This is an optimization exercise on Yosys and OpenROAD, whose aim is small area, a short achievable clock period and few clock cycles per item, not a production implementation. Function was checked by simulation only, so behaviour that the tests miss may differ from the original. Power is estimated from default activity; no workload was simulated.

==> run E <==
Design pj_decoder, start of the top module:
module pj_decoder (
    input  wire         clk,
    input  wire         rst,
    input  wire         in_valid,
    output wire         in_ready,
    input  wire [15:0]  rq,
    input  wire [5:0]   flen,
    input  wire [103:0] frame,
    output reg          out_valid,
    input  wire         out_ready,
    output reg  [4:0]   res,
    output reg          rnv_some,
    output reg          rnv_val,
    output reg  [191:0] rval
);
    wire [4:0]   d_res;
    wire         d_rnv_some;
    wire         d_rnv_val;
    wire [191:0] d_rval;
    pj_dec_core u_core (
        .rq       (rq),
        .flen     (flen),
        .frame    (frame),
        .res      (d_res),
        .rnv_some (d_rnv_some),
        .rnv_val  (d_rnv_val),
        .rval     (d_rval)
    );
    assign in_ready = !out_valid || out_ready;
    always @(posedge clk) begin
        if (rst)
            out_valid <= 1'b0;
        else if (in_ready)
            out_valid <= in_valid;
    end
    always @(posedge clk) begin
        if (in_ready) begin
            res      <= d_res;
            rnv_some <= d_rnv_some;
            rnv_val  <= d_rnv_val;
            rval     <= d_rval;
        end
    end
endmodule
clock: 16.0 ns
lec_check: 0
cap_margin: 20
core_margin: 2
core_utilization: 40
slew_margin: 20
run.sh (not shown) runs the stock make flow with config.mk's settings and CLKGATE_MAP_FILE= SYNTH_SCRIPT=/design/flow/synth_recipe.tcl, a recipe that flattens the netlist after the stock synthesis.
==> run C: changes against run E <==
--- a/flow/design.v
+++ b/flow/design.v
@@ -1,16 +1,14 @@
-module pj_dec_core (
+module pj_dec_pre (
     input  wire [15:0]  rq,
     input  wire [5:0]   flen,
     input  wire [103:0] frame,
-    output wire [4:0]   res,
-    output wire         rnv_some,
-    output wire         rnv_val,
-    output wire [191:0] rval
+    output wire [8:0]   sel,       
+    output wire         arg_ok     
 );
     wire [7:0] f0  = frame[  7:  0];
     wire [7:0] f1  = frame[ 15:  8];
     wire [7:0] f2  = frame[ 23: 16];
     wire [7:0] f3  = frame[ 31: 24];
     wire [7:0] f4  = frame[ 39: 32];
     wire [7:0] f5  = frame[ 47: 40];
     wire [7:0] f6  = frame[ 55: 48];
@@ -31,27 +29,52 @@
     wire aT = base & ch0 & len2 & (cmd == 8'h47);            
     wire aC = base & ch0 & len3 & (cmd == 8'h4F);            
     wire aG = base & ch0 & len2 & (cmd == 8'h51);            
     wire aP = base & ch0 & len2 & (cmd == 8'h62);            
     wire aB = base & ~(rq[10] & rq[9]) & len13 & (cmd == 8'h6E);  
     wire aW = base & ~rq[10] & len3 & (cmd == 8'h75);        
     wire aR = base & ch0 & len8 & (cmd == 8'hB0);            
     wire aA = base & ch0 & len8 & (cmd == 8'hB9);            
-    wire arg_ok = aS | aT | aC | aG | aP | aB | aW | aR | aA;
+    assign arg_ok = aS | aT | aC | aG | aP | aB | aW | aR | aA;
     wire [7:0] x1  = f0 ^ f1;
     wire [7:0] x2  = x1 ^ f2;
     wire [7:0] x7  = (x1 ^ (f2 ^ f3)) ^ ((f4 ^ f5) ^ (f6 ^ f7));
     wire [7:0] x12 = x7 ^ ((f8 ^ f9) ^ (f10 ^ f11)) ^ f12;
     wire k1 = &x1, k2 = &x2, k7 = &x7, k12 = &x12;
     wire gS = aS & k1, gT = aT & k1, gG = aG & k1, gP = aP & k1;
     wire gC = aC & k2, gW = aW & k2;
     wire gR = aR & k7, gA = aA & k7;
     wire gB = aB & k12;
-    wire ck_ok = gS | gT | gG | gP | gC | gW | gR | gA | gB;
+    assign sel = {gA, gR, gW, gB, gP, gG, gC, gT, gS};
+endmodule
+module pj_dec_post (
+    input  wire [8:0]   sel,
+    input  wire         arg_ok,
+    input  wire [95:0]  pay,       
+    output wire [4:0]   res,
+    output wire         rnv_some,
+    output wire         rnv_val,
+    output wire [191:0] rval
+);
+    wire [7:0] f0  = pay[  7:  0];
+    wire [7:0] f1  = pay[ 15:  8];
+    wire [7:0] f2  = pay[ 23: 16];
+    wire [7:0] f3  = pay[ 31: 24];
+    wire [7:0] f4  = pay[ 39: 32];
+    wire [7:0] f5  = pay[ 47: 40];
+    wire [7:0] f6  = pay[ 55: 48];
+    wire [7:0] f7  = pay[ 63: 56];
+    wire [7:0] f8  = pay[ 71: 64];
+    wire [7:0] f9  = pay[ 79: 72];
+    wire [7:0] f10 = pay[ 87: 80];
+    wire [7:0] f11 = pay[ 95: 88];
+    wire gS = sel[0], gT = sel[1], gC = sel[2], gG = sel[3], gP = sel[4];
+    wire gB = sel[5], gW = sel[6], gR = sel[7], gA = sel[8];
+    wire ck_ok = |sel;
     function act_ok;
         input [7:0] c;
         act_ok = (c[7:5] == 3'd0) & (c[4] ? (c[3:0] != 4'd0) : (c[3:0] <= 4'd4));
     endfunction
     function [14:0] scaled;
         input [7:0] c;
         input [7:0] x;
         reg s10, s100;
@@ -2261,42 +2284,49 @@
     input  wire         rst,
     input  wire         in_valid,
     output wire         in_ready,
     input  wire [15:0]  rq,
     input  wire [5:0]   flen,
     input  wire [103:0] frame,
     output reg          out_valid,
     input  wire         out_ready,
-    output reg  [4:0]   res,
-    output reg          rnv_some,
-    output reg          rnv_val,
-    output reg  [191:0] rval
+    output wire [4:0]   res,
+    output wire         rnv_some,
+    output wire         rnv_val,
+    output wire [191:0] rval
 );
-    wire [4:0]   d_res;
-    wire         d_rnv_some;
-    wire         d_rnv_val;
-    wire [191:0] d_rval;
-    pj_dec_core u_core (
-        .rq       (rq),
-        .flen     (flen),
-        .frame    (frame),
-        .res      (d_res),
-        .rnv_some (d_rnv_some),
-        .rnv_val  (d_rnv_val),
-        .rval     (d_rval)
+    wire [8:0] d_sel;
+    wire       d_arg_ok;
+    pj_dec_pre u_pre (
+        .rq     (rq),
+        .flen   (flen),
+        .frame  (frame),
+        .sel    (d_sel),
+        .arg_ok (d_arg_ok)
     );
     assign in_ready = !out_valid || out_ready;
     always @(posedge clk) begin
         if (rst)
             out_valid <= 1'b0;
         else if (in_ready)
             out_valid <= in_valid;
     end
+    reg [8:0]  q_sel;
+    reg        q_arg_ok;
+    reg [95:0] q_pay;
     always @(posedge clk) begin
         if (in_ready) begin
-            res      <= d_res;
-            rnv_some <= d_rnv_some;
-            rnv_val  <= d_rnv_val;
-            rval     <= d_rval;
+            q_sel    <= d_sel;
+            q_arg_ok <= d_arg_ok;
+            q_pay    <= frame[95:0];
         end
     end
+    pj_dec_post u_post (
+        .sel      (q_sel),
+        .arg_ok   (q_arg_ok),
+        .pay      (q_pay),
+        .res      (res),
+        .rnv_some (rnv_some),
+        .rnv_val  (rnv_val),
+        .rval     (rval)
+    );
 endmodule
==> comparison <==
Between run C and run E, the lower sequential share of layout area is in run C (gap 3.6 points). Of run C and run E, run E has the higher final cell count (gap 0.37%, measured against run E). In run E the clock skew is lower than in run C, by 0.011 ns. Against run E, the global-route usage of run C is higher by 0.27 points. In run E the clock power is larger than in run C, by about 90%. In run E the core utilization is higher than in run C, by 0.90 points. Against run C, the sequential power of run E is higher by 8.1%. In run E the clock-buffer cell count is higher than in run C, by 14. In run C the via count is higher than in run E, by 2.3%. Between run C and run E, the lower fmax is in run C (gap about 11%, measured against run E).
Testbench counts of run E, summed over its fixed seeds: cycles 8,008, items 8,000.
Testbench counts of run C, summed over its fixed seeds: cycles 8,008, items 8,000.

## static timing again, ports no longer ideal
No port has a modelled driver above. Below, the same layouts with a new extraction and two added sets of constraints. Step 1 sets driving cells, clkbuf_16 on the clock port and buf_2 on the other inputs (assumed; they add their load-dependent delay and slew). Step 2 moves the port delays by t, midway between the first and last clock arrival at a register: inputs arrive t later, outputs are due t later. That takes back most of the time a late clock gives input paths. a / b / c = no drivers / after step 1 / after step 2; a / b = the first two.
run	t (ns)	slack for setup (ns)	worst data-port slew with drivers (ns)
run E	0.512	6.413 / 6.431 / 5.919	0.08
run C	0.419	5.224 / 5.175 / 5.595	0.10
After both steps setup and hold are still met in every run listed. For run E, which loses most, drivers alone change the setup slack by +0.018 ns; drivers and shift together by -0.494 ns.
